Source: an optimization exercise on an open RTL-to-GDS flow (aim: a short achievable clock period and few clock cycles). Production flows keep margins and buffers that such runs may drop. The RTL was checked by simulation tests, not by an equivalence proof against the original design. Power and IR drop assume default switching activity.

[flow/config.mk]
export PLATFORM = sky130hd
export DESIGN_NAME = dpt_rx_engine
export DESIGN_NICKNAME = dpt_rx_engine
export VERILOG_FILES = /design/flow/design.v
export SDC_FILE = /design/flow/constraint.sdc
export NUM_CORES = 4
export LEC_CHECK = 0
export ABC_CLOCK_PERIOD_IN_PS = 2500
export CAP_MARGIN = 20
export CORE_MARGIN = 2
export CORE_UTILIZATION = 60
export CTS_CLUSTER_DIAMETER = 80
export CTS_CLUSTER_SIZE = 20
export PLACE_DENSITY = 0.72
export SETUP_SLACK_MARGIN = 5.0
export SLEW_MARGIN = 20
[flow/constraint.sdc]
create_clock -name core_clock -period 8.0 [get_ports {clk}]
set_input_delay 1.6000 -clock core_clock [delete_from_list [all_inputs] [get_ports {clk}]]
set_output_delay 1.6000 -clock core_clock [all_outputs]
set_load 0.01 [all_outputs]
[flow/design.v]
module dpt_rx_scan_step (
    input  wire       have,
    input  wire [7:0] b,
    input  wire       f16, f68, f10, fa2, fdc, fe5, fff, flead,
    input  wire [1:0] mode,
    input  wire [9:0] sp, cp, ep, f16p,
    input  wire [7:0] lead, b1,
    input  wire       t68, tdc, te5,
    input  wire [8:0] total, rem,
    input  wire       r0, r1, r2,         
    input  wire       rem_unk,
    input  wire       k1, k2, k3,         
    input  wire       bad, f16v,
    input  wire       c0, n16, n68, nff,
    output reg  [1:0] mode_n,
    output reg  [9:0] cp_n, ep_n, f16p_n,
    output reg  [7:0] lead_n, b1_n,
    output reg        t68_n, tdc_n, te5_n,
    output reg  [8:0] total_n, rem_n,
    output reg        r0_n, r1_n, r2_n,
    output reg        rem_unk_n,
    output reg        k1_n, k2_n, k3_n,
    output reg        bad_n, f16v_n,
    output reg        c0_n, n16_n, n68_n, nff_n,
    output reg        found,         
    output reg        fail,          
    output reg        back,          
    output reg        spawn          
);
    localparam [1:0] M_SEEK = 2'd0, M_CAND = 2'd1, M_DISC = 2'd2;
    wire bad_now = bad || (n16 && !f16) || (n68 && !f68) || (nff && fff);
    wire rem3    = (rem == 9'd3);
    always @(*) begin
        mode_n = mode; cp_n = cp; ep_n = ep; f16p_n = f16p;
        lead_n = lead; b1_n = b1; t68_n = t68; tdc_n = tdc; te5_n = te5;
        total_n = total; rem_n = rem; r0_n = r0; r1_n = r1; r2_n = r2;
        rem_unk_n = rem_unk; k1_n = k1; k2_n = k2; k3_n = k3;
        bad_n = bad; f16v_n = f16v;
        c0_n = c0; n16_n = n16; n68_n = n68; nff_n = nff;
        found = 1'b0; fail = 1'b0; back = 1'b0; spawn = 1'b0;
        if (have) begin
            case (mode)
                M_SEEK: begin
                    if (flead) begin
                        mode_n = M_CAND;
                        cp_n = sp;
                        lead_n = b;
                        t68_n = f68; tdc_n = fdc; te5_n = fe5;
                        rem_unk_n = f68;
                        k1_n = 1'b1; k2_n = 1'b0; k3_n = 1'b0;
                        bad_n = 1'b0;
                        f16v_n = 1'b0;
                        total_n = f10 ? 9'd6 : fa2 ? 9'd14 : fdc ? 9'd3 : 9'd1;
                        rem_n   = f10 ? 9'd5 : fa2 ? 9'd13 : fdc ? 9'd2 : 9'd0;
                        r0_n = fe5; r1_n = 1'b0; r2_n = fdc;
                        c0_n = fe5; n16_n = fe5; n68_n = 1'b0; nff_n = f68;
                        ep_n    = sp + (f10 ? 10'd7 : fa2 ? 10'd15 : fdc ? 10'd4 : 10'd2);
                    end
                end
                M_CAND: begin
                    if (c0) begin
                        mode_n = M_SEEK;
                        c0_n = 1'b0; n16_n = 1'b0; n68_n = 1'b0; nff_n = 1'b0;
                        if (!bad_now) begin
                            found = 1'b1;
                        end else begin
                            fail = 1'b1;
                            if (f16v) begin
                                back = 1'b1;
                            end else if (!f16) begin
                                mode_n = M_DISC;
                            end
                        end
                    end else begin
                        spawn = f16 && !f16v;
                        if (k1) b1_n = b;
                        k1_n = 1'b0; k2_n = k1; k3_n = k2;
                        c0_n  = !rem_unk && r1;
                        n16_n = !rem_unk && (tdc ? r2 : (r2 || rem3));
                        n68_n = t68 && k2;
                        nff_n = 1'b0;
                        bad_n = bad_now;
                        f16v_n = f16v || f16;
                        if (!f16v) f16p_n = sp + 10'd1;    
                        rem_unk_n = 1'b0;
                        if (rem_unk) begin
                            rem_n = {1'b0, b} + 9'd4;
                            r0_n = 1'b0; r1_n = 1'b0; r2_n = 1'b0;
                            total_n = 9'd6 + {1'b0, b};
                        end else begin
                            rem_n = rem - 9'd1;
                            r0_n = r1; r1_n = r2; r2_n = rem3;
                        end
                    end
                end
                default: begin   
                    if (f16) mode_n = M_SEEK;
                end
            endcase
        end
    end
endmodule
module dpt_rx_engine (
    input  wire        clk,
    input  wire        rst,
    input  wire        in_valid,
    output wire        in_ready,
    input  wire [1:0]  in_op,
    input  wire [31:0] in_data,
    output wire        ram_we,
    output wire [9:0]  ram_waddr,
    output wire [7:0]  ram_wdata,
    output wire [9:0]  ram_raddr,
    input  wire [7:0]  ram_rdata,
    output wire        mem_we,
    output wire [31:0] mem_addr,
    output wire [7:0]  mem_wdata,
    output wire        resp_valid,
    output wire [31:0] resp_value,
    output wire [9:0]  rxq_size,
    output wire [7:0]  idle_count,
    output reg  [31:0] cnt_rx,
    output reg  [31:0] cnt_overrun,
    output reg  [31:0] cnt_buserr
);
    localparam [7:0] TERM = 8'h16;
    localparam [1:0] M_SEEK = 2'd0,    
                     M_CAND = 2'd1,    
                     M_DISC = 2'd2;    
    localparam QW = 4;                 
    reg        rdy;
    reg [9:0]  head, tail, size;
    reg [7:0]  idle_cnt;
    reg [31:0] rx_p1, ovr_p1, err_p1;    
    reg        sem, busy, pend;
    reg [31:0] rx_addr;
    reg        pb_v;
    reg [9:0]  pb_pos;
    reg [7:0]  pb_d;
    reg        pl_v;
    reg [7:0]  pl_d;                 
    reg        pb_16, pb_68, pb_10, pb_a2, pb_dc, pb_e5, pb_ff, pb_lead;
    reg [9:0]  raddr;
    reg [9:0]  fp;                   
    reg        rf1;                  
    reg        rf2;                  
    reg        lost;                 
    reg        q_v;                  
    reg [7:0]  q_d;
    reg        q_16, q_68, q_10, q_a2, q_dc, q_e5, q_ff, q_lead;
    reg        live;                 
    reg [9:0]  sp;                   
    reg        mb;                   
    reg        rd_pend;              
    reg        cp_pend;              
    reg [9:0]  rd_sv;
    reg        s_park;               
    reg [9:0]  s_rp;                 
    reg        a_v;
    reg [1:0]  a_mode;
    reg [9:0]  a_cp, a_ep, a_f16p;
    reg [9:0]  a_ep68;               
    reg [7:0]  a_lead, a_b1;
    reg        a_t68, a_tdc, a_te5;
    reg [8:0]  a_total, a_rem;
    reg        a_r0, a_r1, a_r2, a_rem_unk, a_k1, a_k2, a_k3, a_bad, a_f16v;
    reg        a_c0, a_n16, a_n68, a_nff;
    reg        b_v;
    reg [1:0]  b_mode;
    reg [9:0]  b_cp, b_ep, b_f16p;
    reg [9:0]  b_ep68;
    reg [7:0]  b_lead, b_b1;
    reg        b_t68, b_tdc, b_te5;
    reg [8:0]  b_total, b_rem;
    reg        b_r0, b_r1, b_r2, b_rem_unk, b_k1, b_k2, b_k3, b_bad, b_f16v;
    reg        b_c0, b_n16, b_n68, b_nff;
    reg        z_v, z_park;
    reg [9:0]  z_rp;
    reg [1:0]  z_mode;
    reg [9:0]  z_cp, z_ep, z_f16p, z_ep68;
    reg [7:0]  z_lead, z_b1;
    reg        z_t68, z_tdc, z_te5;
    reg [8:0]  z_total, z_rem;
    reg        z_r0, z_r1, z_r2, z_rem_unk, z_k1, z_k2, z_k3, z_bad, z_f16v;
    reg        z_c0, z_n16, z_n68, z_nff;
    reg [9:0]  fq_p2   [0:(1<<QW)-1];
    reg [9:0]  fq_ep   [0:(1<<QW)-1];
    reg [7:0]  fq_lead [0:(1<<QW)-1];
    reg [7:0]  fq_b1   [0:(1<<QW)-1];
    reg [8:0]  fq_tot  [0:(1<<QW)-1];
    reg        fq_t1   [0:(1<<QW)-1];
    reg [QW:0] q_rd, q_uc, q_e1, q_wr;
    reg        q_stall;              
    reg        q_tight;              
    reg        ev_mf;                
    reg        ev_sf;                
    reg        ev_take;              
    reg        ev_drop;              
    reg        ev_conv;              
    reg        ev_zf;                
    reg        ev_t12;               
    reg        ev_drop2;             
    reg [9:0]  sz_p2, sz_ep;
    reg [7:0]  sz_lead, sz_b1;
    reg [8:0]  sz_tot;
    reg        sz_t1;
    reg        e2_skip;              
    reg [9:0]  sn_p2, sn_ep, ss_p2, ss_ep;
    reg [7:0]  sn_lead, sn_b1, ss_lead, ss_b1;
    reg [8:0]  sn_tot, ss_tot;
    reg        sn_t1, ss_t1;
    reg        dl;                   
    reg        ew;                   
    reg [9:0]  d_ep;                 
    reg        copying;
    reg        c_r;                  
    reg        c_d;                  
    reg        c_b1v;                
    reg [7:0]  c_b1;
    reg [9:0]  c_ptr, c_end;
    reg [8:0]  w_left;
    reg [8:0]  c_tot;
    reg        mem_we_r;
    reg [31:0] mem_addr_r;
    reg [7:0]  mem_wdata_r;
    reg        resp_v;
    reg [31:0] resp_val;
    assign in_ready   = rdy;
    assign ram_we     = pb_v;
    assign ram_waddr  = pb_pos;
    assign ram_wdata  = pb_d;
    assign ram_raddr  = raddr;
    assign mem_we     = mem_we_r;
    assign mem_addr   = mem_addr_r;
    assign mem_wdata  = mem_wdata_r;
    assign resp_valid = resp_v;
    assign resp_value = resp_val;
    assign rxq_size   = size;
    assign idle_count = idle_cnt;
    wire       have = pl_v || q_v;
    wire [7:0] b    = pl_d | q_d;
    wire f16  = pb_16  || q_16;
    wire f68  = pb_68  || q_68;
    wire f10  = pb_10  || q_10;
    wire fa2  = pb_a2  || q_a2;
    wire fdc  = pb_dc  || q_dc;
    wire fe5  = pb_e5  || q_e5;
    wire fff  = pb_ff  || q_ff;
    wire flead = pb_lead || q_lead;
    wire        q_nfull   = q_tight;
    wire        q_nfull_u = q_stall;
    wire        qu        = (q_uc != q_rd);       
    wire        qpend     = ev_mf || ev_sf || ev_take || ev_drop || ev_zf || ev_t12 ||
                            ev_drop2 || ev_conv;
    wire step = have && !q_nfull_u && !rd_pend && !cp_pend;
    wire [1:0] an_mode;
    wire [9:0] an_cp, an_ep, an_f16p;
    wire [7:0] an_lead, an_b1;
    wire       an_t68, an_tdc, an_te5, an_r0, an_r1, an_r2, an_rem_unk, an_k1, an_k2, an_k3;
    wire       an_bad, an_f16v;
    wire       an_c0, an_n16, an_n68, an_nff;
    wire [8:0] an_total, an_rem;
    wire       a_found, a_fail, a_back, a_spawn;
    dpt_rx_scan_step u_a (
        .have(step && (!mb || (a_v && !s_park))), .b(b),
        .f16(f16), .f68(f68), .f10(f10), .fa2(fa2), .fdc(fdc), .fe5(fe5), .fff(fff), .flead(flead),
        .mode(a_mode), .sp(sp), .cp(a_cp), .ep(a_ep), .f16p(a_f16p), .lead(a_lead), .b1(a_b1),
        .t68(a_t68), .tdc(a_tdc), .te5(a_te5), .total(a_total), .rem(a_rem),
        .r0(a_r0), .r1(a_r1), .r2(a_r2), .rem_unk(a_rem_unk), .k1(a_k1), .k2(a_k2), .k3(a_k3),
        .bad(a_bad), .f16v(a_f16v),
        .c0(a_c0), .n16(a_n16), .n68(a_n68), .nff(a_nff),
        .mode_n(an_mode), .cp_n(an_cp), .ep_n(an_ep), .f16p_n(an_f16p),
        .lead_n(an_lead), .b1_n(an_b1), .t68_n(an_t68), .tdc_n(an_tdc), .te5_n(an_te5),
        .total_n(an_total), .rem_n(an_rem), .r0_n(an_r0), .r1_n(an_r1), .r2_n(an_r2),
        .rem_unk_n(an_rem_unk), .k1_n(an_k1), .k2_n(an_k2), .k3_n(an_k3),
        .bad_n(an_bad), .f16v_n(an_f16v),
        .c0_n(an_c0), .n16_n(an_n16), .n68_n(an_n68), .nff_n(an_nff),
        .found(a_found), .fail(a_fail), .back(a_back), .spawn(a_spawn)
    );
    wire [1:0] bn_mode;
    wire [9:0] bn_cp, bn_ep, bn_f16p;
    wire [7:0] bn_lead, bn_b1;
    wire       bn_t68, bn_tdc, bn_te5, bn_r0, bn_r1, bn_r2, bn_rem_unk, bn_k1, bn_k2, bn_k3;
    wire       bn_bad, bn_f16v;
    wire       bn_c0, bn_n16, bn_n68, bn_nff;
    wire [8:0] bn_total, bn_rem;
    wire       b_found, b_fail, b_back, b_spawn;
    dpt_rx_scan_step u_b (
        .have(step && (mb || (b_v && !s_park))), .b(b),
        .f16(f16), .f68(f68), .f10(f10), .fa2(fa2), .fdc(fdc), .fe5(fe5), .fff(fff), .flead(flead),
        .mode(b_mode), .sp(sp), .cp(b_cp), .ep(b_ep), .f16p(b_f16p), .lead(b_lead), .b1(b_b1),
        .t68(b_t68), .tdc(b_tdc), .te5(b_te5), .total(b_total), .rem(b_rem),
        .r0(b_r0), .r1(b_r1), .r2(b_r2), .rem_unk(b_rem_unk), .k1(b_k1), .k2(b_k2), .k3(b_k3),
        .bad(b_bad), .f16v(b_f16v),
        .c0(b_c0), .n16(b_n16), .n68(b_n68), .nff(b_nff),
        .mode_n(bn_mode), .cp_n(bn_cp), .ep_n(bn_ep), .f16p_n(bn_f16p),
        .lead_n(bn_lead), .b1_n(bn_b1), .t68_n(bn_t68), .tdc_n(bn_tdc), .te5_n(bn_te5),
        .total_n(bn_total), .rem_n(bn_rem), .r0_n(bn_r0), .r1_n(bn_r1), .r2_n(bn_r2),
        .rem_unk_n(bn_rem_unk), .k1_n(bn_k1), .k2_n(bn_k2), .k3_n(bn_k3),
        .bad_n(bn_bad), .f16v_n(bn_f16v),
        .c0_n(bn_c0), .n16_n(bn_n16), .n68_n(bn_n68), .nff_n(bn_nff),
        .found(b_found), .fail(b_fail), .back(b_back), .spawn(b_spawn)
    );
    wire [1:0] zn_mode;
    wire [9:0] zn_cp, zn_ep, zn_f16p;
    wire [7:0] zn_lead, zn_b1;
    wire       zn_t68, zn_tdc, zn_te5, zn_r0, zn_r1, zn_r2, zn_rem_unk, zn_k1, zn_k2, zn_k3;
    wire       zn_bad, zn_f16v;
    wire       zn_c0, zn_n16, zn_n68, zn_nff;
    wire [8:0] zn_total, zn_rem;
    wire       z_found, z_fail, z_back, z_spawn;
    dpt_rx_scan_step u_z (
        .have(step && z_v && !z_park), .b(b),
        .f16(f16), .f68(f68), .f10(f10), .fa2(fa2), .fdc(fdc), .fe5(fe5), .fff(fff), .flead(flead),
        .mode(z_mode), .sp(sp), .cp(z_cp), .ep(z_ep), .f16p(z_f16p), .lead(z_lead), .b1(z_b1),
        .t68(z_t68), .tdc(z_tdc), .te5(z_te5), .total(z_total), .rem(z_rem),
        .r0(z_r0), .r1(z_r1), .r2(z_r2), .rem_unk(z_rem_unk), .k1(z_k1), .k2(z_k2), .k3(z_k3),
        .bad(z_bad), .f16v(z_f16v),
        .c0(z_c0), .n16(z_n16), .n68(z_n68), .nff(z_nff),
        .mode_n(zn_mode), .cp_n(zn_cp), .ep_n(zn_ep), .f16p_n(zn_f16p),
        .lead_n(zn_lead), .b1_n(zn_b1), .t68_n(zn_t68), .tdc_n(zn_tdc), .te5_n(zn_te5),
        .total_n(zn_total), .rem_n(zn_rem), .r0_n(zn_r0), .r1_n(zn_r1), .r2_n(zn_r2),
        .rem_unk_n(zn_rem_unk), .k1_n(zn_k1), .k2_n(zn_k2), .k3_n(zn_k3),
        .bad_n(zn_bad), .f16v_n(zn_f16v),
        .c0_n(zn_c0), .n16_n(zn_n16), .n68_n(zn_n68), .nff_n(zn_nff),
        .found(z_found), .fail(z_fail), .back(z_back), .spawn(z_spawn)
    );
    wire       s_v     = mb ? a_v : b_v;              
    wire       m_found = mb ? b_found : a_found;
    wire       m_fail  = mb ? b_fail  : a_fail;
    wire       m_back  = mb ? b_back  : a_back;
    wire       m_spawn = mb ? b_spawn : a_spawn;
    wire       n_found = mb ? a_found : b_found;
    wire       n_fail  = mb ? a_fail  : b_fail;
    wire       n_back  = mb ? a_back  : b_back;
    wire       n_spawn = mb ? a_spawn : b_spawn;
    wire [1:0] m_mode  = mb ? b_mode  : a_mode;
    wire [9:0] m_cp    = mb ? b_cp    : a_cp;
    wire [9:0] a_epx   = a_t68 ? a_ep68 : a_ep;
    wire [9:0] b_epx   = b_t68 ? b_ep68 : b_ep;
    wire [9:0] m_ep    = mb ? b_epx   : a_epx;
    wire [9:0] m_f16p  = mb ? b_f16p  : a_f16p;
    wire [7:0] m_lead  = mb ? b_lead  : a_lead;
    wire [7:0] m_b1    = mb ? b_b1    : a_b1;
    wire [8:0] m_total = mb ? b_total : a_total;
    wire       m_r0    = mb ? b_r0    : a_r0;
    wire       m_c0    = mb ? b_c0    : a_c0;
    wire       m_te5   = mb ? b_te5   : a_te5;
    wire       m_r1    = mb ? b_r1    : a_r1;
    wire       m_rem_unk = mb ? b_rem_unk : a_rem_unk;
    wire       m_bad   = mb ? b_bad   : a_bad;
    wire s_act   = s_v && !s_park;
    wire s_found = s_act && n_found && !m_found;   
    wire s_drop  = s_found && q_nfull;
    wire n_bk    = s_act && n_fail && n_back;
    wire [9:0] s_f16p = mb ? a_f16p : b_f16p;
    wire [9:0] pk_pos  = s_park ? s_rp : s_f16p;
    wire use_park = s_v && (s_park || n_bk);
    wire take    = step && m_fail && s_act && !n_back && !s_drop;
    wire conv    = step && m_fail && use_park;
    wire redirect = step && m_fail && m_back && !take;
    wire s_kill  = step && (m_found || (m_fail && !take) || s_drop);
    wire z_act   = z_v && !z_park;
    wire z_fnd   = z_act && z_found;
    wire z_drop  = z_fnd && q_nfull;                  
    wire z_bk    = z_act && z_fail && z_back;
    wire [9:0] z_pk = z_park ? z_rp : z_f16p;
    wire z_pd    = z_v && !z_drop && (z_park || z_bk);    
    wire n_fl    = step && s_act && n_fail && !m_found && !m_fail;
    wire p12     = n_fl && z_pd;
    wire z_up    = z_v && !z_drop && !n_found;
    wire z_kill  = step && (m_found || m_fail || s_found || s_drop || z_drop ||
                            (s_act && n_fail));
    wire z_mv  = take && z_up && !n_spawn;
    wire park    = step && n_bk && !m_found && !m_fail && !p12;
    wire acc   = in_valid && rdy;
    wire op_b  = (in_op == 2'd0);
    wire op_e  = (in_op == 2'd1);
    wire op_i  = (in_op == 2'd2);
    wire op_r  = (in_op == 2'd3);
    wire idle_zero = (idle_cnt == 8'd0);
    wire full  = (size == 10'd1023);
    wire addr_nz = |in_data;
    wire push   = acc && (op_b || (op_i && idle_zero));
    wire inj    = acc && op_i && idle_zero;
    wire pushed = push && !full;
    wire trig_w = acc && (op_e || (op_i && idle_zero)) && busy;
    wire trig_r = acc && op_r && !busy && sem;
    wire e2a = (m_mode == M_SEEK) && pl_v && pb_e5;
    wire e2b = (m_mode == M_CAND) && pl_v && !m_rem_unk && m_r1 && !m_bad && pb_16;
    wire e2c = (m_mode == M_CAND) && live && !pb_v && !m_rem_unk && m_r0 && !m_bad;
    wire e2  = !qu && !qpend && !e2_skip && !rd_pend && !cp_pend && (e2a || e2b || e2c);
    wire eager_f = trig_w && qu;
    wire eager_2 = trig_w && op_i && !full && e2;
    wire wait_ok = (m_mode == M_CAND) && live && !qu && !e2_skip && !rd_pend && !cp_pend &&
                   !ev_mf && !ev_take && !ev_conv &&
                   !(pl_v && m_c0) &&
                   !(op_i && (pl_v ? (!m_rem_unk && m_r1) : m_c0));
    wire eager_w = trig_w && wait_ok;
    wire lazy    = (trig_w && !eager_f && !eager_2 && !eager_w) || trig_r;
    wire [QW-1:0] qh = q_rd[QW-1:0];
    wire [9:0] s_p2_d  = qu ? fq_p2[qh]   : m_cp + 10'd2;
    wire [9:0] s_ep_d  = qu ? fq_ep[qh]   : e2a ? head + 10'd1 : m_ep;
    wire [7:0] s_lead_d= qu ? fq_lead[qh] : e2a ? 8'hE5 : m_lead;
    wire [7:0] s_b1_d  = qu ? fq_b1[qh]   : m_b1;
    wire [8:0] s_tot_d = qu ? fq_tot[qh]  : e2a ? 9'd1 : m_total;
    wire       s_t1_d  = qu ? fq_t1[qh]   : e2a || m_te5;    
    wire settled   = live && !pb_v && !ev_mf && !ev_take && !ev_conv && !e2_skip && !rd_pend &&
                     !cp_pend;
    wire [9:0] wt_size = (m_mode != M_CAND) ? 10'd0 : mb ? head - b_cp : head - a_cp;
    wire pend_x    = pend && !busy;                 
    wire pend_f    = pend && busy && qu;
    wire pend_wait = pend && busy && !qu && settled;
    wire deliver   = eager_f || eager_2 || pend_f;
    wire [9:0] wt   = (m_mode == M_CAND) ? m_cp : head;     
    wire [9:0] first  = s_p2_d;
    wire [9:0] c_nx    = c_ptr + 10'd1;
    wire [9:0] c_nx2   = c_ptr + 10'd2;
    wire       copy_rd = copying && (c_nx2 != c_end);
    wire [9:0] sp_inc  = sp + 10'd1;
    wire [9:0] rd_pos  = use_park ? pk_pos  : m_f16p;
    wire [9:0] fp_inc  = fp + 10'd1;
    wire       at_head  = (sp == head);
    wire       at_head1 = (sp_inc == head);
    wire       fp_head  = (fp == head);
    wire [9:0] sp_n    = rd_pend ? rd_sv : step ? sp_inc : sp;
    wire live_n = !rd_pend && (live ? (step || !pb_v) : ((step && at_head1) || at_head));
    wire restart = (live && !live_n) || rd_pend || (!live && have && !step) || lost;
    wire s_issue = !live_n && !copying && !restart && !fp_head;
    wire qg = rf2 && !restart && !live_n;
    wire pg = pushed && live_n;
    wire [9:0] fp_next = restart ? sp_n : ((copying || fp_head) ? fp : fp_inc);
    always @(posedge clk) begin
        pb_pos  <= head;
        pb_d    <= op_b ? in_data[7:0] : TERM;
        if (acc && op_r && !busy) rx_addr <= in_data;
        rd_sv <= rd_pos;
        if (take || p12) s_rp <= z_pk;
        else if (park)   s_rp <= s_f16p;
        if (z_bk) z_rp <= z_f16p;
        if (step) begin
            a_cp <= an_cp; a_ep <= an_ep; a_lead <= an_lead; a_b1 <= an_b1;
            a_t68 <= an_t68; a_tdc <= an_tdc; a_te5 <= an_te5; a_total <= an_total;
            a_rem <= an_rem; a_r0 <= an_r0; a_r1 <= an_r1; a_r2 <= an_r2;
            a_rem_unk <= an_rem_unk; a_k1 <= an_k1; a_k2 <= an_k2; a_k3 <= an_k3;
            a_bad <= an_bad; a_f16v <= an_f16v; a_f16p <= an_f16p;
            b_cp <= bn_cp; b_ep <= bn_ep; b_lead <= bn_lead; b_b1 <= bn_b1;
            b_t68 <= bn_t68; b_tdc <= bn_tdc; b_te5 <= bn_te5; b_total <= bn_total;
            b_rem <= bn_rem; b_r0 <= bn_r0; b_r1 <= bn_r1; b_r2 <= bn_r2;
            b_rem_unk <= bn_rem_unk; b_k1 <= bn_k1; b_k2 <= bn_k2; b_k3 <= bn_k3;
            b_bad <= bn_bad; b_f16v <= bn_f16v; b_f16p <= bn_f16p;
            z_cp <= zn_cp; z_ep <= zn_ep; z_lead <= zn_lead; z_b1 <= zn_b1;
            z_t68 <= zn_t68; z_tdc <= zn_tdc; z_te5 <= zn_te5; z_total <= zn_total;
            z_rem <= zn_rem; z_r0 <= zn_r0; z_r1 <= zn_r1; z_r2 <= zn_r2;
            z_rem_unk <= zn_rem_unk; z_k1 <= zn_k1; z_k2 <= zn_k2; z_k3 <= zn_k3;
            z_bad <= zn_bad; z_f16v <= zn_f16v; z_f16p <= zn_f16p;
        end
        if (cp_pend) begin
            if (mb) begin
                a_cp <= z_cp; a_ep <= z_ep; a_lead <= z_lead; a_b1 <= z_b1;
                a_t68 <= z_t68; a_tdc <= z_tdc; a_te5 <= z_te5; a_total <= z_total;
                a_rem <= z_rem; a_r0 <= z_r0; a_r1 <= z_r1; a_r2 <= z_r2;
                a_rem_unk <= z_rem_unk; a_k1 <= z_k1; a_k2 <= z_k2; a_k3 <= z_k3;
                a_bad <= z_bad; a_f16v <= z_f16v; a_f16p <= z_f16p;
            end else begin
                b_cp <= z_cp; b_ep <= z_ep; b_lead <= z_lead; b_b1 <= z_b1;
                b_t68 <= z_t68; b_tdc <= z_tdc; b_te5 <= z_te5; b_total <= z_total;
                b_rem <= z_rem; b_r0 <= z_r0; b_r1 <= z_r1; b_r2 <= z_r2;
                b_rem_unk <= z_rem_unk; b_k1 <= z_k1; b_k2 <= z_k2; b_k3 <= z_k3;
                b_bad <= z_bad; b_f16v <= z_f16v; b_f16p <= z_f16p;
            end
        end
        sn_p2 <= m_cp + 10'd2; sn_ep <= m_ep;
        z_ep68 <= z_cp + {1'b0, z_total} + 10'd1;
        a_ep68 <= (cp_pend && mb)  ? z_ep68 : a_cp + {1'b0, a_total} + 10'd1;
        b_ep68 <= (cp_pend && !mb) ? z_ep68 : b_cp + {1'b0, b_total} + 10'd1;
        sn_lead <= m_lead; sn_b1 <= m_b1; sn_tot <= m_total; sn_t1 <= m_te5;
        ss_p2 <= (mb ? a_cp : b_cp) + 10'd2; ss_ep <= mb ? a_epx : b_epx;
        ss_lead <= mb ? a_lead : b_lead; ss_b1 <= mb ? a_b1 : b_b1;
        ss_tot <= mb ? a_total : b_total; ss_t1 <= mb ? a_te5 : b_te5;
        sz_p2 <= z_cp + 10'd2; sz_ep <= z_t68 ? z_ep68 : z_ep; sz_lead <= z_lead; sz_b1 <= z_b1;
        sz_tot <= z_total; sz_t1 <= z_te5;
        if (ev_mf) begin
            fq_p2[q_uc[QW-1:0]] <= sn_p2; fq_ep[q_uc[QW-1:0]] <= sn_ep;
            fq_lead[q_uc[QW-1:0]] <= sn_lead; fq_b1[q_uc[QW-1:0]] <= sn_b1;
            fq_tot[q_uc[QW-1:0]] <= sn_tot; fq_t1[q_uc[QW-1:0]] <= sn_t1;
        end else if (ev_sf) begin
            fq_p2[q_e1[QW-1:0]] <= ss_p2; fq_ep[q_e1[QW-1:0]] <= ss_ep;
            fq_lead[q_e1[QW-1:0]] <= ss_lead; fq_b1[q_e1[QW-1:0]] <= ss_b1;
            fq_tot[q_e1[QW-1:0]] <= ss_tot; fq_t1[q_e1[QW-1:0]] <= ss_t1;
        end else if (ev_zf) begin
            fq_p2[q_wr[QW-1:0]] <= sz_p2; fq_ep[q_wr[QW-1:0]] <= sz_ep;
            fq_lead[q_wr[QW-1:0]] <= sz_lead; fq_b1[q_wr[QW-1:0]] <= sz_b1;
            fq_tot[q_wr[QW-1:0]] <= sz_tot; fq_t1[q_wr[QW-1:0]] <= sz_t1;
        end
        d_ep <= s_ep_d;
        mem_addr_r  <= copying ? mem_addr_r + 32'd1 : rx_addr;
        mem_wdata_r <= !copying ? s_lead_d : c_b1v ? c_b1 : ram_rdata;
        resp_val    <= (acc && op_r && !addr_nz) ? ~in_data :
                       {23'd0, copying ? c_tot : s_tot_d};
        if (!copying) begin
            c_tot       <= s_tot_d;
            w_left      <= s_tot_d;
            c_b1        <= s_b1_d;
            c_end       <= s_ep_d;
            c_ptr       <= s_p2_d;
        end else begin
            if (c_b1v || c_d) w_left <= w_left - 9'd1;
            if (copy_rd) c_ptr <= c_nx;
        end
        if (deliver)       raddr <= first;
        else if (copy_rd)  raddr <= c_nx;
        else               raddr <= fp;
        fp <= fp_next;
    end
    always @(posedge clk) begin
        if (rst) begin
            rdy <= 1'b1;
            head <= 10'd0; tail <= 10'd0; size <= 10'd0;
            idle_cnt <= 8'd0;
            sem <= 1'b0; busy <= 1'b0; pend <= 1'b0; dl <= 1'b0; ew <= 1'b0;
            cnt_rx <= 32'd0; cnt_overrun <= 32'd0; cnt_buserr <= 32'd0;
            rx_p1 <= 32'd1; ovr_p1 <= 32'd1; err_p1 <= 32'd1;
            pb_v <= 1'b0;
            rf1 <= 1'b0; rf2 <= 1'b0; q_v <= 1'b0; lost <= 1'b0; pl_v <= 1'b0;
            pl_d <= 8'd0; q_d <= 8'd0;
            {pb_16, pb_68, pb_10, pb_a2, pb_dc, pb_e5, pb_ff, pb_lead} <= 8'd0;
            {q_16, q_68, q_10, q_a2, q_dc, q_e5, q_ff, q_lead} <= 8'd0;
            live <= 1'b1; sp <= 10'd0; mb <= 1'b0; s_park <= 1'b0; rd_pend <= 1'b0;
            cp_pend <= 1'b0;
            z_v <= 1'b0; z_park <= 1'b0; z_mode <= M_SEEK; {z_c0, z_n16, z_n68, z_nff} <= 4'd0;
            a_v <= 1'b0; a_mode <= M_SEEK; b_v <= 1'b0; b_mode <= M_SEEK;
            {a_c0, a_n16, a_n68, a_nff} <= 4'd0; {b_c0, b_n16, b_n68, b_nff} <= 4'd0;
            q_rd <= 0; q_uc <= 0; q_e1 <= 0; q_wr <= 0; q_stall <= 1'b0; q_tight <= 1'b0;
            ev_zf <= 1'b0; ev_t12 <= 1'b0; ev_drop2 <= 1'b0; ev_conv <= 1'b0;
            ev_mf <= 1'b0; ev_sf <= 1'b0; ev_take <= 1'b0; ev_drop <= 1'b0;
            e2_skip <= 1'b0;
            copying <= 1'b0; c_r <= 1'b0; c_d <= 1'b0; c_b1v <= 1'b0;
            mem_we_r <= 1'b0; resp_v <= 1'b0;
        end else begin
            if (acc && op_b) begin
                cnt_rx <= rx_p1;
                rx_p1  <= rx_p1 + 32'd1;
            end
            if (acc && op_e) begin
                cnt_buserr <= err_p1;
                err_p1     <= err_p1 + 32'd1;
            end
            if (push && full) begin
                cnt_overrun <= ovr_p1;
                ovr_p1      <= ovr_p1 + 32'd1;
            end
            if (acc && (op_b || op_e)) idle_cnt <= 8'd0;
            else if (acc && op_i && idle_cnt != 8'd255) idle_cnt <= idle_cnt + 8'd1;
            pb_v <= pushed;
            if (pushed) head <= head + 10'd1;
            if (trig_w) sem <= 1'b0;
            else if (acc && (op_e || (op_i && idle_zero))) sem <= 1'b1;
            if (acc && op_r && addr_nz && !busy) busy <= 1'b1;
            live <= live_n;
            sp   <= sp_n;
            rd_pend <= redirect;
            cp_pend <= step && z_mv;
            if (cp_pend) begin
                if (mb) begin
                    a_mode <= z_mode; {a_c0, a_n16, a_n68, a_nff} <= {z_c0, z_n16, z_n68, z_nff};
                end else begin
                    b_mode <= z_mode; {b_c0, b_n16, b_n68, b_nff} <= {z_c0, z_n16, z_n68, z_nff};
                end
                z_v <= 1'b0; z_park <= 1'b0;
            end
            if (step) begin
                a_mode <= an_mode;
                b_mode <= bn_mode;
                z_mode <= zn_mode;
                {a_c0, a_n16, a_n68, a_nff} <= {an_c0, an_n16, an_n68, an_nff};
                {b_c0, b_n16, b_n68, b_nff} <= {bn_c0, bn_n16, bn_n68, bn_nff};
                {z_c0, z_n16, z_n68, z_nff} <= {zn_c0, zn_n16, zn_n68, zn_nff};
                if (mb) begin
                    if (take)          a_v <= 1'b1;
                    else if (m_spawn) begin
                        a_v <= 1'b1; a_mode <= M_SEEK; {a_c0, a_n16, a_n68, a_nff} <= 4'd0;
                    end
                    else if (s_kill)   a_v <= 1'b0;
                    if (take) begin
                        b_v <= z_up || n_spawn;
                        b_mode <= M_SEEK; {b_c0, b_n16, b_n68, b_nff} <= 4'd0;
                    end
                end else begin
                    if (take)          b_v <= 1'b1;
                    else if (m_spawn) begin
                        b_v <= 1'b1; b_mode <= M_SEEK; {b_c0, b_n16, b_n68, b_nff} <= 4'd0;
                    end
                    else if (s_kill)   b_v <= 1'b0;
                    if (take) begin
                        a_v <= z_up || n_spawn;
                        a_mode <= M_SEEK; {a_c0, a_n16, a_n68, a_nff} <= 4'd0;
                    end
                end
                if (take) mb <= !mb;
                if (take)          s_park <= !n_spawn && z_up && (z_park || z_bk);
                else if (p12 || park) s_park <= 1'b1;
                else if (m_spawn || s_kill) s_park <= 1'b0;
                if (z_mv) begin
                    if (z_bk) z_park <= 1'b1;           
                end else if (take || p12 || z_kill) begin
                    z_v <= 1'b0; z_park <= 1'b0;
                end else if (n_spawn && s_act) begin
                    z_v <= 1'b1; z_park <= 1'b0;
                    z_mode <= M_SEEK; {z_c0, z_n16, z_n68, z_nff} <= 4'd0;
                end else if (z_bk) begin
                    z_park <= 1'b1;
                end
            end
            ev_mf    <= step && m_found && !e2_skip;
            ev_sf    <= step && s_found && !s_drop;
            ev_zf    <= step && z_fnd && !z_drop && !m_found && !s_found;
            ev_take  <= take;
            ev_conv  <= conv;
            ev_t12   <= p12;
            ev_drop2 <= step && (z_drop || park);
            ev_drop  <= step && ((m_fail && !take && !use_park) || s_drop ||
                                 (m_found && e2_skip));
            begin : queue_update
                reg [QW:0] rd_n, uc_n, e1_n, wr_n, n_u, n_a;
                reg [QW:0] w0, e1a, wa;
                reg [QW:0] c_uc, c_uc1, c_e1, c_e11, c_wr, c_wr1, cw0, ce1a, cwa;
                rd_n = (deliver && qu) ? q_rd + 1'b1 : q_rd;
                w0   = ev_zf ? q_wr + 1'b1 : ev_drop2 ? q_e1 : q_wr;
                e1a  = ev_sf ? q_e1 + 1'b1 : ev_t12 ? w0 : q_e1;
                wa   = ev_sf ? q_e1 + 1'b1 : w0;
                uc_n = ev_mf ? q_uc + 1'b1 : (ev_take || ev_conv) ? e1a : q_uc;
                e1_n = ev_mf ? q_uc + 1'b1 : ev_take ? wa : ev_conv ? e1a : ev_drop ? q_uc : e1a;
                wr_n = ev_mf ? q_uc + 1'b1 : ev_take ? wa : ev_conv ? e1a : ev_drop ? q_uc : wa;
                c_uc = q_uc - q_rd;  c_uc1 = c_uc + 1'b1;
                c_e1 = q_e1 - q_rd;  c_e11 = c_e1 + 1'b1;
                c_wr = q_wr - q_rd;  c_wr1 = c_wr + 1'b1;
                cw0  = ev_zf ? c_wr1 : ev_drop2 ? c_e1 : c_wr;
                ce1a = ev_sf ? c_e11 : ev_t12 ? cw0 : c_e1;
                cwa  = ev_sf ? c_e11 : cw0;
                n_u  = ev_mf ? c_uc1 : (ev_take || ev_conv) ? ce1a : c_uc;
                n_a  = ev_mf ? c_uc1 : ev_take ? cwa : ev_conv ? ce1a : ev_drop ? c_uc : cwa;
                q_rd <= rd_n; q_uc <= uc_n; q_e1 <= e1_n; q_wr <= wr_n;
                q_stall <= (n_u >= (1 << QW) - 1);
                q_tight <= (n_a >= (1 << QW) - 2);
            end
            if (lazy) begin
                pend <= 1'b1;
                rdy  <= 1'b0;
            end
            dl <= deliver;
            ew <= eager_w;
            if (pend_x) begin
                pend <= 1'b0;
                rdy  <= 1'b1;
            end
            if (pend_wait) begin
                pend <= 1'b0;
                rdy  <= 1'b1;
                sem  <= 1'b0;
                tail <= wt;
                size <= wt_size;
                if (m_mode == M_DISC) begin
                    if (mb) b_mode <= M_SEEK; else a_mode <= M_SEEK;
                end
            end else if (dl) begin
                tail <= d_ep;
                size <= head - d_ep;
            end else if (ew) begin
                size <= head - tail;
                rdy  <= 1'b1;
            end else if (eager_w) begin
                tail <= m_cp;
                rdy  <= 1'b0;
            end else begin
                size <= pushed ? size + 10'd1 : size;
            end
            if (eager_2) e2_skip <= 1'b1;
            else if (step && m_found) e2_skip <= 1'b0;
            rf1  <= s_issue && !deliver && !copy_rd;
            lost <= s_issue && (deliver || copy_rd);
            rf2  <= rf1 && !restart;
            q_v  <= qg;
            q_d  <= qg ? ram_rdata : 8'd0;
            q_16 <= qg && (ram_rdata == TERM);
            q_68 <= qg && (ram_rdata == 8'h68);
            q_10 <= qg && (ram_rdata == 8'h10);
            q_a2 <= qg && (ram_rdata == 8'hA2);
            q_dc <= qg && (ram_rdata == 8'hDC);
            q_e5 <= qg && (ram_rdata == 8'hE5);
            q_ff <= qg && (ram_rdata == 8'hFF);
            q_lead <= qg && ((ram_rdata == 8'h10) || (ram_rdata == 8'h68) || (ram_rdata == 8'hA2) ||
                             (ram_rdata == 8'hDC) || (ram_rdata == 8'hE5));
            pl_v    <= pg;
            pl_d    <= !pg ? 8'd0 : op_b ? in_data[7:0] : TERM;
            pb_16   <= pg && (op_b ? (in_data[7:0] == TERM) : 1'b1);
            pb_68   <= pg && op_b && (in_data[7:0] == 8'h68);
            pb_10   <= pg && op_b && (in_data[7:0] == 8'h10);
            pb_a2   <= pg && op_b && (in_data[7:0] == 8'hA2);
            pb_dc   <= pg && op_b && (in_data[7:0] == 8'hDC);
            pb_e5   <= pg && op_b && (in_data[7:0] == 8'hE5);
            pb_ff   <= pg && op_b && (in_data[7:0] == 8'hFF);
            pb_lead <= pg && op_b && ((in_data[7:0] == 8'h10) || (in_data[7:0] == 8'h68) ||
                                      (in_data[7:0] == 8'hA2) || (in_data[7:0] == 8'hDC) ||
                                      (in_data[7:0] == 8'hE5));
            c_d  <= c_r;
            mem_we_r <= 1'b0;
            resp_v   <= 1'b0;
            if (deliver) begin
                busy     <= 1'b0;
                pend     <= 1'b0;
                sem      <= 1'b0;
                rdy      <= 1'b0;
                copying  <= !s_t1_d;
                mem_we_r <= 1'b1;
                resp_v   <= s_t1_d;
                c_b1v    <= !s_t1_d;
                c_r      <= !s_t1_d;
            end else begin
                c_b1v <= 1'b0;
                c_r   <= copy_rd;
                if (c_b1v || c_d) begin
                    mem_we_r <= 1'b1;
                    if (w_left == 9'd2) begin
                        resp_v  <= 1'b1;
                        copying <= 1'b0;
                    end
                end
                if (acc && op_r && !addr_nz) resp_v <= 1'b1;
            end
            if (resp_v && !rdy && !pend) rdy <= 1'b1;
        end
    end
endmodule
[flow/flow/run.sh]
#!/bin/bash
# Standard ORFS flow (the standard.sh), with the resizer free to change a
# cell's footprint while it repairs timing, and aiming for more setup slack.
set -o pipefail
bash standard.sh MATCH_CELL_FOOTPRINT=0 SETUP_SLACK_MARGIN=5.5 finish > standard.log 2>&1
[flow/standard.sh]
#!/bin/bash
# synth_recipe.tcl (not shown) runs the flow's synth.tcl, then flattens the netlist and writes it again
# the make line also repeats each setting of config.mk as NAME=value (left out here)
make -C /OpenROAD-flow-scripts/flow DESIGN_CONFIG=/design/flow/config.mk WORK_HOME=/design/flow/orfs CLKGATE_MAP_FILE= SYNTH_SCRIPT=/design/flow/synth_recipe.tcl "${@:-finish}"
==> results of run 1 <==
-- synthesized netlist by cell type (119+ instances only) --
master      n
edfxtp_1  910
dfxtp_1   799
nand2_1   649
nor2_1    611
a21oi_1   388
o21ai_0   281
clkbuf_1  255
mux4_2    230
xnor2_1   183
mux2i_1   176
inv_1     169
xor2_1    151
nand3_1   119
-- kinds of logic after synthesis --
kind of cell / after synthesis
adder cells (fa/ha/maj): 113
AND/OR/NAND/NOR: 1875
multiplexers: 506
AO/OA/AOI/OAI: 1077
buffers and inverters: 517
flip-flops: 1709
XOR/XNOR: 337
-- state kept, by name, indices dropped and copies added, names as in the netlist, 128 cells and up, named ones only --
signal   cells
fq_b1      128
fq_ep      160
fq_lead    128
fq_tot     144
fq_p2      160
-- critical path: stages --
cell,delay (ns)
buf_12,0.10
buf_12,0.10
nand4b_1,0.17
o31ai_4,0.42
and2_4,0.27
o2111ai_4,0.20
a22oi_2,0.24
o211ai_1,0.13
o2111ai_1,0.15
a221o_1,0.19
-- power breakdown --
part           switching [W]  leakage [nW]  internal, W
logic               0.000422          17.0     0.000308
registers           0.000108          15.1      0.00923
clock network        0.00301          1.38      0.00237
total                0.00354          33.5       0.0119
-- metrics by stage --
step           hold slack, ns  setup WS (ns)
6_report               0.4056          5.101
5_1_grt                0.4176          5.074
4_1_cts                0.3837          5.113
3_5_place_dp           0.3569          2.971
3_3_place_gp           0.3613          3.095
2_1_floorplan          0.3290          4.609
-- worst max path at each step --
stage | startpoint | endpoint | slack, ns | depth (start not counted)
3_3_place_gp | in_op[1] | size[9] | 3.09 | 8
4_1_cts | raddr[8] | ram_raddr[8] | 5.11 | 1
2_1_floorplan | in_op[1] | rdy | 4.61 | 7
6_report | in_op[1] | rdy | 5.10 | 10
5_1_grt | mb | size[9] | 5.07 | 10
3_5_place_dp | in_op[1] | size[9] | 2.97 | 8
-- area by class of cell --
| class | instances | share of cell area |
|---|---|---|
| Timing Repair Buffer | 930 | 0.1142 |
| Antenna cell | 4 | 0.0001093 |
| Tap cell | 1612 | 0.02202 |
| Clock buffer | 164 | 0.02982 |
| Multi-Input combinational cell | 3929 | 0.3455 |
| Sequential cell | 1709 | 0.4787 |
| Timing Repair inverter | 1 | 0.00008197 |
| Inverter | 174 | 0.007691 |
| Clock inverter | 12 | 0.001913 |
-- layer usage --
metal,share of wire,vias up,global-route usage
met5,0.00013,-,0
met4,0.067,6,0.1910
met3,0.12,876,0.08398
met2,0.46,3880,0.6022
met1,0.36,27793,0.5081
li1,-,23832,-
-- repair_timing --
action,CTS,global route
cloned,60,22
setup endpoints to repair,2513,1605
pin swaps,202,167
buffers inserted,336,170
resized for setup,1920,440
hold buffers,0,0
==> metrics.md, run 1 <==
| Metric | Value |
|---|---|
| Final period util | 0.3624 |
| Layout cells sized above 1 | 0.3287 |
| Most frequent cells in the layout | 910 x edfxtp_1, 560 x nand2_1, 540 x nor2_1 |
| Final TNS setup | 0 ns |
| DRT iter0 DRCs | 8656 |
| Drt via density | 6.607 |
| Register area | 43840 um^2 |
| Final core utilization | 0.7614 |
| Slew HR | 0.1809 |
| Pin count of the biggest net entering global routing | 97 |
| Most common cell after layout, fill and taps aside | edfxtp_1 |
| Top_reg_cell synth | edfxtp_1 |
| Layout Skew | 0.05854 ns |
| Xor-xnor portion of the synthesized cell area | 0.04104 |
| Post-synthesis compound-gate area fraction | 0.09010 |
| Post-synth ARST share | 0 |
| Largest family of logic cells by synthesized area | simple AND/OR/NAND/NOR gates |
| Syn avg cell area | 11.89 um^2 |
| Max Cap Viol | 0 |
| CTS HTree Levels | 3 |
| Pwr dens | 168.7 nW/um^2 |
| Grt total ovfl | 0 |
| Area growth syn-to-layout | 25.60% |
| Multi-input logic area | 31640 um^2 |
| Critical path launch point type | input port |
| Die area | 124300 um^2 |
| Pins Over Slew Limit | 0 |
| Reg clk slew, reported paths | 0.09 ns |
| Number of global-route vias before repair | 52694 |
| # IOs | 263 |
| Crit path DAT | 3.57 ns |
| Final std cells w/o fill | 8535 |
| Worst hold endpoint | sz_b1[0] |
| F_max | 0.3449 GHz |
| CTS tree | built |
| Post-Synth Adder-Cell Area | 0.02042 |
| R2r startpoint | mb |
| Critical Setup Path Class | input port to flop |
| CTS Sinks | 1709 |
| Share of the synthesized area in the top cell type | 0.3747 |
| Cell accounting for the most synthesized area | edfxtp_1 |
| Starting Density | 0.6062 |
| Nets@finish | 7000 |
| Post-DP HPWL | 140.7 mm |
| Clk buf depth | 3 |
| Final Hold Vio Count | 0 |
| Final Cell Area | 91590 um^2 |
| Final ANT Viol Nets | 0 |
| Clk root buf | clkbuf_16 |
| Worst Tran Pin Value | 1.224 ns |
| IO Port Bufs | 262 |
| Number of flops mapped to enable cells by yosys | 910 |
| Mapped cell area | 72920 um^2 |
| Reg2reg setup slack | 5.12 ns |
| Synth top area cells | edfxtp_1 37%, dfxtp_1 22%, mux4_2 7.1%, nand2_1 3.3%, nor2_1 3.1% |
| Class of the worst hold path | flop to flop |
| DR DRC count | 0 |
| #FFs+latches synth | 1709 |
| Gpl congestion | 1.006 |
| Synth Warn # | 2 |
| Mux contribution to synthesized area | 0.1106 |
| Synth Area in Simple Gates | 0.1163 |
| Placed Cells | 7767 |
| Total power | 0.01546 W |
| Die Wd | 352.6 um |
| Num rows | 127 |
| Peak supply drop | 0.2265 mV |
| Wire length per cell | 30.17 um |
| Yosys cell types | 95 |
| R2r worst-path depth | 10 |
| Wire length of the first global-routing pass | 353.5 mm |
| FF-to-FF End | size[9] |
| Fin crit period | 2.899 ns |
| DP Area | 77800 um^2 |
| Layout fillers | 7342 |
| Worst-path fanout max | 6 |
| Final setup viols | 0 |
| Required @ worst endpoint | 8.67 ns |
| Num CTS Buffers | 97 |
| Crit path capture type | flop |
| Initial antenna violation count | 5 |
| Die Y | 352.6 um |
| Synth Net Count | 6292 |
| Worst-Skew Late Latency | 0.75 ns |
| Core Footprint | 120300 um^2 |
| Detailed-route via count | 56387 |
| Leakage | 33.54 nW |
| Min-delay src | z_b1[0] |
| Outcome | finished clean |
| Seq/Total Area, Yosys | 0.5941 |
| Drt first pass iters | 7 |
| Global Route Usage Sum | 0.3839 |
| Routed WL | 257.5 mm |
| Syn Inst Count | 6134 |
| RSZ-0062 raised after global routing | true |
| Worst hold path stage count | 0 |
Testbench counts, summed over its fixed seeds: cycles 109,971.
==> run 2: changes to the inputs <==
--- a/flow/config.mk
+++ b/flow/config.mk
@@ -8,9 +8,9 @@
 export ABC_CLOCK_PERIOD_IN_PS = 2500
 export CAP_MARGIN = 20
 export CORE_MARGIN = 2
-export CORE_UTILIZATION = 60
-export CTS_CLUSTER_DIAMETER = 80
-export CTS_CLUSTER_SIZE = 20
-export PLACE_DENSITY = 0.72
+export CORE_UTILIZATION = 40
+export CTS_CLUSTER_DIAMETER = 100
+export CTS_CLUSTER_SIZE = 25
+export PLACE_DENSITY = 0.6
 export SETUP_SLACK_MARGIN = 5.0
 export SLEW_MARGIN = 20
==> metrics.md, run 2 <==
| Metric | Value |
|---|---|
| Crit path DAT | 1.32 ns (was 3.57 ns) |
| Crit path capture type | output pin (was flop) |
| Crit path largest cell delay | 0.44 ns (was 0.42 ns) |
| Synth Warn # | 2 (unchanged) |
| Pin count of the biggest net entering global routing | 98 (was 97) |
| Yosys cell types | 95 (unchanged) |
| Core Footprint | 180900 um^2 (was 120300 um^2) |
| Routed WL | 252.1 mm (was 257.5 mm) |
| Initial antenna violation count | 6 (was 5) |
| Final TNS setup | 0 ns (unchanged) |
| CTS HTree Levels | 3 (unchanged) |
| Clock Power Share | 0.328 (was 0.348) |
| Cell accounting for the most synthesized area | edfxtp_1 (unchanged) |
| Clk buf depth | 3 (unchanged) |
| CTS Sinks | 1709 (unchanged) |
| Most frequent cells in the layout | 910 x edfxtp_1, 578 x nand2_1, 530 x nor2_1 (was 910 x edfxtp_1, 560 x nand2_1, 540 x nor2_1) |
| Slowest CP cell | dfxtp_4 (was o31ai_4) |
| Number of flops mapped to enable cells by yosys | 910 (unchanged) |
| Syn Inst Count | 6134 (unchanged) |
| Class of the worst hold path | flop to flop (unchanged) |
| Final Hold Vio Count | 0 (unchanged) |
| Wire length per cell | 27.12 um (was 30.17 um) |
| Die area | 185700 um^2 (was 124300 um^2) |
| Worst-Skew Late Latency | 0.77 ns (was 0.75 ns) |
| Family with the most delay on the worst path | flip-flops (was compound AO/OA/AOI/OAI gates) |
| CTS tree | built (unchanged) |
| Wire length of the first global-routing pass | 354.7 mm (was 353.5 mm) |
| DRT iter0 DRCs | 6892 (was 8656) |
| Sw Ratio | 0.2282 (was 0.2290) |
| Num rows | 156 (was 127) |
| Final core utilization | 0.5124 (was 0.7614) |
| Area growth syn-to-layout | 27.13% (was 25.60%) |
| Int Power | 0.01154 W (was 0.01192 W) |
| Comb pwr share | 0.047 (about the same) |
| CP cell instances | buf_6 (was buf_12 -> buf_12 -> nand4b_1 -> o31ai_4 -> and2_4 -> o2111ai_4 -> a22oi_2 -> o211ai_1 -> o2111ai_1 -> a221o_1) |
| Reg clk slew, reported paths | 0.11 ns (was 0.09 ns) |
| Most common cell after layout, fill and taps aside | edfxtp_1 (unchanged) |
| # IOs | 263 (unchanged) |
| F_max | 0.3424 GHz (was 0.3449 GHz) |
| Drt via density | 5.855 (was 6.607) |
| Layout Skew | 0.05103 ns (was 0.05854 ns) |
| Detailed-route via count | 54436 (was 56387) |
| Final period util | 0.3651 (was 0.3624) |
| Top_reg_cell synth | edfxtp_1 (unchanged) |
| Nets@finish | 7021 (was 7000) |
| Max Cap Viol | 0 (unchanged) |
| Synth Net Count | 6292 (unchanged) |
| Die Wd | 431.0 um (was 352.6 um) |
| Critical path launch point type | flop (was input port) |
| Reg power frac | 0.625 (was 0.604) |
| Gpl congestion | 0.9316 (was 1.006) |
| Critical Setup Path Class | flop to output pin (was input port to flop) |
| Worst Tran Pin Value | 1.137 ns (was 1.224 ns) |
| Synth top area cells | edfxtp_1 37%, dfxtp_1 22%, mux4_2 7.1%, nand2_1 3.3%, nor2_1 3.1% (unchanged) |
| Hold Buf Count CTS | 0 (unchanged) |
| Clk root buf | clkbuf_16 (unchanged) |
| Grt total ovfl | 0 (unchanged) |
| Required @ worst endpoint | 6.40 ns (was 8.67 ns) |
| Global Route Usage Sum | 0.2585 (was 0.3839) |
| Share of the synthesized area in the top cell type | 0.3747 (unchanged) |
| Mapped cell area | 72920 um^2 (unchanged) |
| Pins Over Slew Limit | 0 (unchanged) |
| Starting Density | 0.4030 (was 0.6062) |
| Post-synth ARST share | 0 (unchanged) |
| Post-DP HPWL | 149.2 mm (was 140.7 mm) |
| Num CTS Buffers | 79 (was 97) |
| Final ANT Viol Nets | 0 (unchanged) |
| Die Y | 431.0 um (was 352.6 um) |
| Synth top cells by count | 910 x edfxtp_1, 799 x dfxtp_1, 649 x nand2_1 (unchanged) |
| Worst-path fanout max | 1 (was 6) |
| Drt first pass iters | 6 (was 7) |
| NetSw | 0.003412 W (was 0.003539 W) |
| Slew HR | 0.2390 (was 0.1809) |
| Pwr dens | 161.3 nW/um^2 (was 168.7 nW/um^2) |
| Most frequent cell after synthesis | edfxtp_1 (unchanged) |
| DR DRC count | 0 (unchanged) |
| Syn avg cell area | 11.89 um^2 (unchanged) |
| Layout cells sized above 1 | 0.3306 (was 0.3287) |
| IO Port Bufs | 262 (unchanged) |
| Final setup viols | 0 (unchanged) |
| Fin crit period | 2.921 ns (was 2.899 ns) |
| #FFs+latches synth | 1709 (unchanged) |
| RSZ-0062 raised after global routing | true (unchanged) |
| Number of global-route vias before repair | 50758 (was 52694) |
| Leakage | 33.52 nW (was 33.54 nW) |
| Seq/Total Area, Yosys | 0.5941 (unchanged) |
| Buf+Inv Stages, Crit Path | 1 (was 2) |
| Peak supply drop | 0.1433 mV (was 0.2265 mV) |
| Outcome | finished clean (unchanged) |
==> run 2: final timing paths <==
| path | start | end | slack (ns) | cells past startpoint |
|---|---|---|---|---|
| worst max-delay path | raddr[7] | ram_raddr[7] | 5.08 | 1 |
| worst min-delay path | z_b1[5] | sz_b1[5] | 0.41 | 0 |
| worst min register to register | z_b1[5] | sz_b1[5] | 0.41 | 0 |
| worst max register to register | mb | size[7] | 5.15 | 13 |
==> run 2: layout make-up <==
class	count	area [um^2]
clock buffers	134	2278
repair inverters	1	7.507
diodes	3	7.507
inverters	174	696.9
multi-input cells	3930	31840
fillers	15313	88230
clock inverters	8	118.9
well taps	2370	2965
flip-flops and latches	1709	43830
repair buffers	968	10960
==> run 2: routing by layer <==
layer | GRT usage | part of all wire | vias up
met2 | 0.4053 | 0.45 | 2729
met3 | 0.04915 | 0.094 | 540
li1 | - | - | 23826
met1 | 0.3507 | 0.40 | 27335
met4 | 0.1106 | 0.053 | 6
met5 | 0 | 0.00016 | -
==> run 2: timing repair <==
item / in CTS / in global routing
gates cloned: 64 / 16
setup buffers: 356 / 175
endpoints found under the setup margin: 2433 / 1316
pin swaps: 181 / 177
endpoints found under the hold margin: 0 / 0
gates resized for setup: 2001 / 427
==> run 2: logic make-up (layout without fill, tap and decap cells) <==
group / count (synthesis) / after routing / share of synthesized area
buffers and inverters: 517 / 1285 / 0.02740
AND/OR/NAND/NOR: 1875 / 1891 / 0.1163
flip-flops: 1709 / 1709 / 0.5941
AO/OA/AOI/OAI: 1077 / 1083 / 0.09010
multiplexers: 506 / 506 / 0.1106
XOR/XNOR: 337 / 337 / 0.04104
other: 0 / 3 / 0
adder cells (fa/ha/maj): 113 / 113 / 0.02042
==> run 2: metrics by stage <==
stage          power (W)  instance area, um^2  setup slack (ns)  hold WS (ns)  std cells
6_report         0.01495                92710             5.079        0.4140       9297
3_3_place_gp     0.01009                78860             3.210        0.3728       8540
3_5_place_dp     0.01010                78890             3.119        0.3694       8541
5_1_grt          0.01534                92700             5.005        0.4315       9295
2_1_floorplan   0.009807                73950             4.609        0.3290       6134
4_1_cts          0.01498                89220             5.031        0.3963       9103
==> run 2: power groups by stage <==
stage	Clock, W	Sequential, W	Combinational [W]
final	0.00491	0.00934	0.000705
after global routing	0.00525	0.00935	0.000741
after CTS	0.00497	0.00935	0.000658
after detailed placement	0	0.00955	0.000550
after global placement	0	0.00955	0.000545
after floorplan	0	0.00951	0.000294
==> run 3: changes to the inputs <==
--- a/flow/config.mk
+++ b/flow/config.mk
@@ -8,9 +8,9 @@
 export ABC_CLOCK_PERIOD_IN_PS = 2500
 export CAP_MARGIN = 20
 export CORE_MARGIN = 2
-export CORE_UTILIZATION = 40
+export CORE_UTILIZATION = 50
 export CTS_CLUSTER_DIAMETER = 100
 export CTS_CLUSTER_SIZE = 25
-export PLACE_DENSITY = 0.6
+export PLACE_DENSITY = 0.65
 export SETUP_SLACK_MARGIN = 5.0
 export SLEW_MARGIN = 20
==> metrics.md, run 3 <==
| Metric | Value |
|---|---|
| Min-delay src | z_total[0] (was z_b1[5]) |
| Number of global-route vias before repair | 50088 (was 50758) |
| Final ANT Viol Nets | 0 (unchanged) |
| # IOs | 263 (unchanged) |
| Crit path capture type | output pin (unchanged) |
| Initial antenna violation count | 14 (was 6) |
| Routed WL | 241.6 mm (was 252.1 mm) |
| Outcome | finished clean (unchanged) |
| Peak supply drop | 0.1866 mV (was 0.1433 mV) |
| Cell accounting for the most synthesized area | edfxtp_1 (unchanged) |
| Worst-path fanout max | 2 (was 1) |
| CTS Sinks | 1709 (unchanged) |
| Most frequent cells in the layout | 910 x edfxtp_1, 588 x nand2_1, 534 x nor2_1 (was 910 x edfxtp_1, 578 x nand2_1, 530 x nor2_1) |
| CP cell instances | buf_6 (unchanged) |
| Critical path origin | rdy (was raddr[7]) |
| Number of flops mapped to enable cells by yosys | 910 (unchanged) |
| Share of the synthesized area in the top cell type | 0.3747 (unchanged) |
| Total power | 0.01493 W (was 0.01495 W) |
| Clk buf depth | 3 (unchanged) |
| #FFs+latches synth | 1709 (unchanged) |
| Hold Buf Count CTS | 0 (unchanged) |
| Post-synth ARST share | 0 (unchanged) |
| Core Footprint | 145200 um^2 (was 180900 um^2) |
| Buf+Inv Stages, Crit Path | 1 (unchanged) |
| Drt via density | 6.160 (was 5.855) |
| Die area | 148900 um^2 (was 185700 um^2) |
| Final period util | 0.3607 (was 0.3651) |
| Final Cell Area | 91370 um^2 (was 92710 um^2) |
| Leakage | 33.00 nW (was 33.52 nW) |
| Placement-stage worst setup slack | 2.875 ns (was 3.119 ns) |
| DRT iter0 DRCs | 6083 (was 6892) |
| R2r startpoint | mb (unchanged) |
| Pin count of the biggest net entering global routing | 190 (was 98) |
| Pwr dens | 163.4 nW/um^2 (was 161.3 nW/um^2) |
| Synth Warn # | 2 (unchanged) |
| Most frequent cell after synthesis | edfxtp_1 (unchanged) |
| Nets@finish | 6968 (was 7021) |
| Top_reg_cell synth | edfxtp_1 (unchanged) |
| Slew HR | 0.2286 (was 0.2390) |
| Worst Tran Pin Value | 1.156 ns (was 1.137 ns) |
| Class of the worst hold path | flop to flop (unchanged) |
| Drt first pass iters | 7 (was 6) |
| Seq/Total Area, Yosys | 0.5941 (unchanged) |
| Crit path largest cell delay | 0.41 ns (was 0.44 ns) |
| Global Route Usage Sum | 0.3069 (was 0.2585) |
| Critical path launch point type | flop (unchanged) |
| Final core utilization | 0.6292 (was 0.5124) |
| Final Hold Vio Count | 0 (unchanged) |
| Post-DP HPWL | 138.6 mm (was 149.2 mm) |
| Wire length per cell | 27.47 um (was 27.12 um) |
| CTS HTree Levels | 3 (unchanged) |
| Crit path DAT | 1.29 ns (was 1.32 ns) |
| Max Cap Viol | 0 (unchanged) |
| DP Area | 78210 um^2 (was 78890 um^2) |
| Family with the most delay on the worst path | flip-flops (unchanged) |
| Synth top area cells | edfxtp_1 37%, dfxtp_1 22%, mux4_2 7.1%, nand2_1 3.3%, nor2_1 3.1% (unchanged) |
| F_max | 0.3466 GHz (was 0.3424 GHz) |
| Die Wd | 385.9 um (was 431.0 um) |
| Num CTS Buffers | 80 (was 79) |
| Starting Density | 0.5022 (was 0.4030) |
| Layout cells sized above 1 | 0.3182 (was 0.3306) |
| Gpl congestion | 0.9539 (was 0.9316) |
| Num rows | 140 (was 156) |
| Syn Inst Count | 6134 (unchanged) |
| Most common cell after layout, fill and taps aside | edfxtp_1 (unchanged) |
| Layout Skew | 0.05612 ns (was 0.05103 ns) |
| Syn avg cell area | 11.89 um^2 (unchanged) |
| Die Y | 385.9 um (was 431.0 um) |
| Required @ worst endpoint | 6.40 ns (about the same) |
| Reg clk slew, reported paths | 0.12 ns (was 0.11 ns) |
| Synth top cells by count | 910 x edfxtp_1, 799 x dfxtp_1, 649 x nand2_1 (unchanged) |
| Critical Setup Path Class | flop to output pin (unchanged) |
| Setup ws final | 5.115 ns (was 5.079 ns) |
| DR DRC count | 0 (unchanged) |
| Wire length of the first global-routing pass | 337.3 mm (was 354.7 mm) |
| IO Port Bufs | 262 (unchanged) |
| Final TNS setup | 0 ns (unchanged) |
| Mapped cell area | 72920 um^2 (unchanged) |
| Pins Over Slew Limit | 0 (unchanged) |
| Slowest CP cell | dfxtp_4 (unchanged) |
| Synth Net Count | 6292 (unchanged) |
| Fin crit period | 2.885 ns (was 2.921 ns) |
| Final setup viols | 0 (unchanged) |
| Worst-Skew Late Latency | 0.76 ns (was 0.77 ns) |
| Area growth syn-to-layout | 25.30% (was 27.13%) |
| Clk root buf | clkbuf_16 (unchanged) |
| Detailed-route via count | 54179 (was 54436) |
| Grt total ovfl | 0 (unchanged) |
| CTS tree | built (unchanged) |
| RSZ-0062 raised after global routing | true (unchanged) |
| Yosys cell types | 95 (unchanged) |
[run 3: area by class of cell]
class	count	area (um^2)
diodes	6	15.01
clock buffers	133	2222
clock inverters	11	206.4
fillers	10956	53850
inverters	174	713.2
multi-input cells	3928	31630
flip-flops and latches	1709	43810
well taps	1917	2399
repair buffers	916	10360
repair inverters	1	7.507
[run 3: path summary, 6_finish.rpt]
path / cells past startpoint / slack, ns / endpoint
worst max register to register: 13 / 5.21 / size[8]
worst min register to register: 0 / 0.39 / sz_tot[0]
worst max-delay path: 1 / 5.11 / in_ready
worst min-delay path: 0 / 0.39 / sz_tot[0]
[run 3: through the flow]
| stage | cells | hold slack, ns |
|---|---|---|
| 2_1_floorplan | 6134 | 0.3290 |
| 3_3_place_gp | 8071 | 0.3634 |
| 3_5_place_dp | 8072 | 0.3651 |
| 4_1_cts | 8628 | 0.3886 |
| 5_1_grt | 8792 | 0.4123 |
| 6_report | 8795 | 0.3899 |
[run 3: power by group]
group / switching [W] / internal, W / total (W)
Clock: 0.00290 / 0.00198 / 0.00488
Combinational: 0.000416 / 0.000307 / 0.000723
Sequential: 0.0000933 / 0.00923 / 0.00933
[run 3: logic make-up (layout without fill, tap and decap cells)]
| group | Yosys count | after routing | synth area share |
|---|---|---|---|
| and+or+nand+nor | 1875 | 1889 | 0.1163 |
| xor gates and xnor gates | 337 | 337 | 0.04104 |
| muxes | 506 | 506 | 0.1106 |
| buffers and inverters | 517 | 1235 | 0.02740 |
| AOI/OAI and AO/OA | 1077 | 1083 | 0.09010 |
| adders and majority gates | 113 | 113 | 0.02042 |
| DFF | 1709 | 1709 | 0.5941 |
| other | 0 | 6 | 0 |
[run 3: metal layers]
| metal | vias up | track usage | part of all wire |
|---|---|---|---|
| li1 | 23746 | - | - |
| met1 | 27070 | 0.4304 | 0.40 |
| met2 | 2800 | 0.4836 | 0.46 |
| met3 | 555 | 0.04950 | 0.094 |
| met4 | 8 | 0.1109 | 0.047 |
| met5 | - | 0 | 0.00019 |
[run 3: timing repair]
item / in CTS / in global routing
gates cloned: 59 / 25
endpoints found under the hold margin: 0 / 0
endpoints found under the setup margin: 2452 / 1411
setup buffers: 353 / 136
pin swaps: 144 / 154
gates resized for setup: 1913 / 381

[re-timing with driven ports]
The results above use ideal ports. As a check the final layouts listed here were re-extracted and re-timed, cells and wires unchanged. Step 1 (the two cells are an assumption about what drives the block):
set clk [get_ports {clk}]
set_driving_cell -lib_cell sky130_fd_sc_hd__clkbuf_16 $clk
set_driving_cell -lib_cell sky130_fd_sc_hd__buf_2 [delete_from_list [all_inputs] $clk]
Step 2, shift: input delay + t, output delay - t, t = (earliest + latest rising clock arrival at the registers) / 2. This alone moves slack from input paths to output paths. a / b / c = no drivers / after step 1 / after step 2; a / b = the first two.
run | shift t [ns] | slack for setup (ns) | slew at the worst register clock pin (ns)
run 1 | 0.810 | 5.101 / 5.024 / 4.303 | 0.10 / 0.10
run 2 | 0.827 | 5.079 / 5.002 / 4.374 | 0.11 / 0.11
run 3 | 0.812 | 5.115 / 5.037 / 4.443 | 0.12 / 0.12
After both steps every run listed still meets setup and hold. For run 1, which loses most, drivers alone change the setup slack by -0.077 ns; drivers and shift together by -0.798 ns.
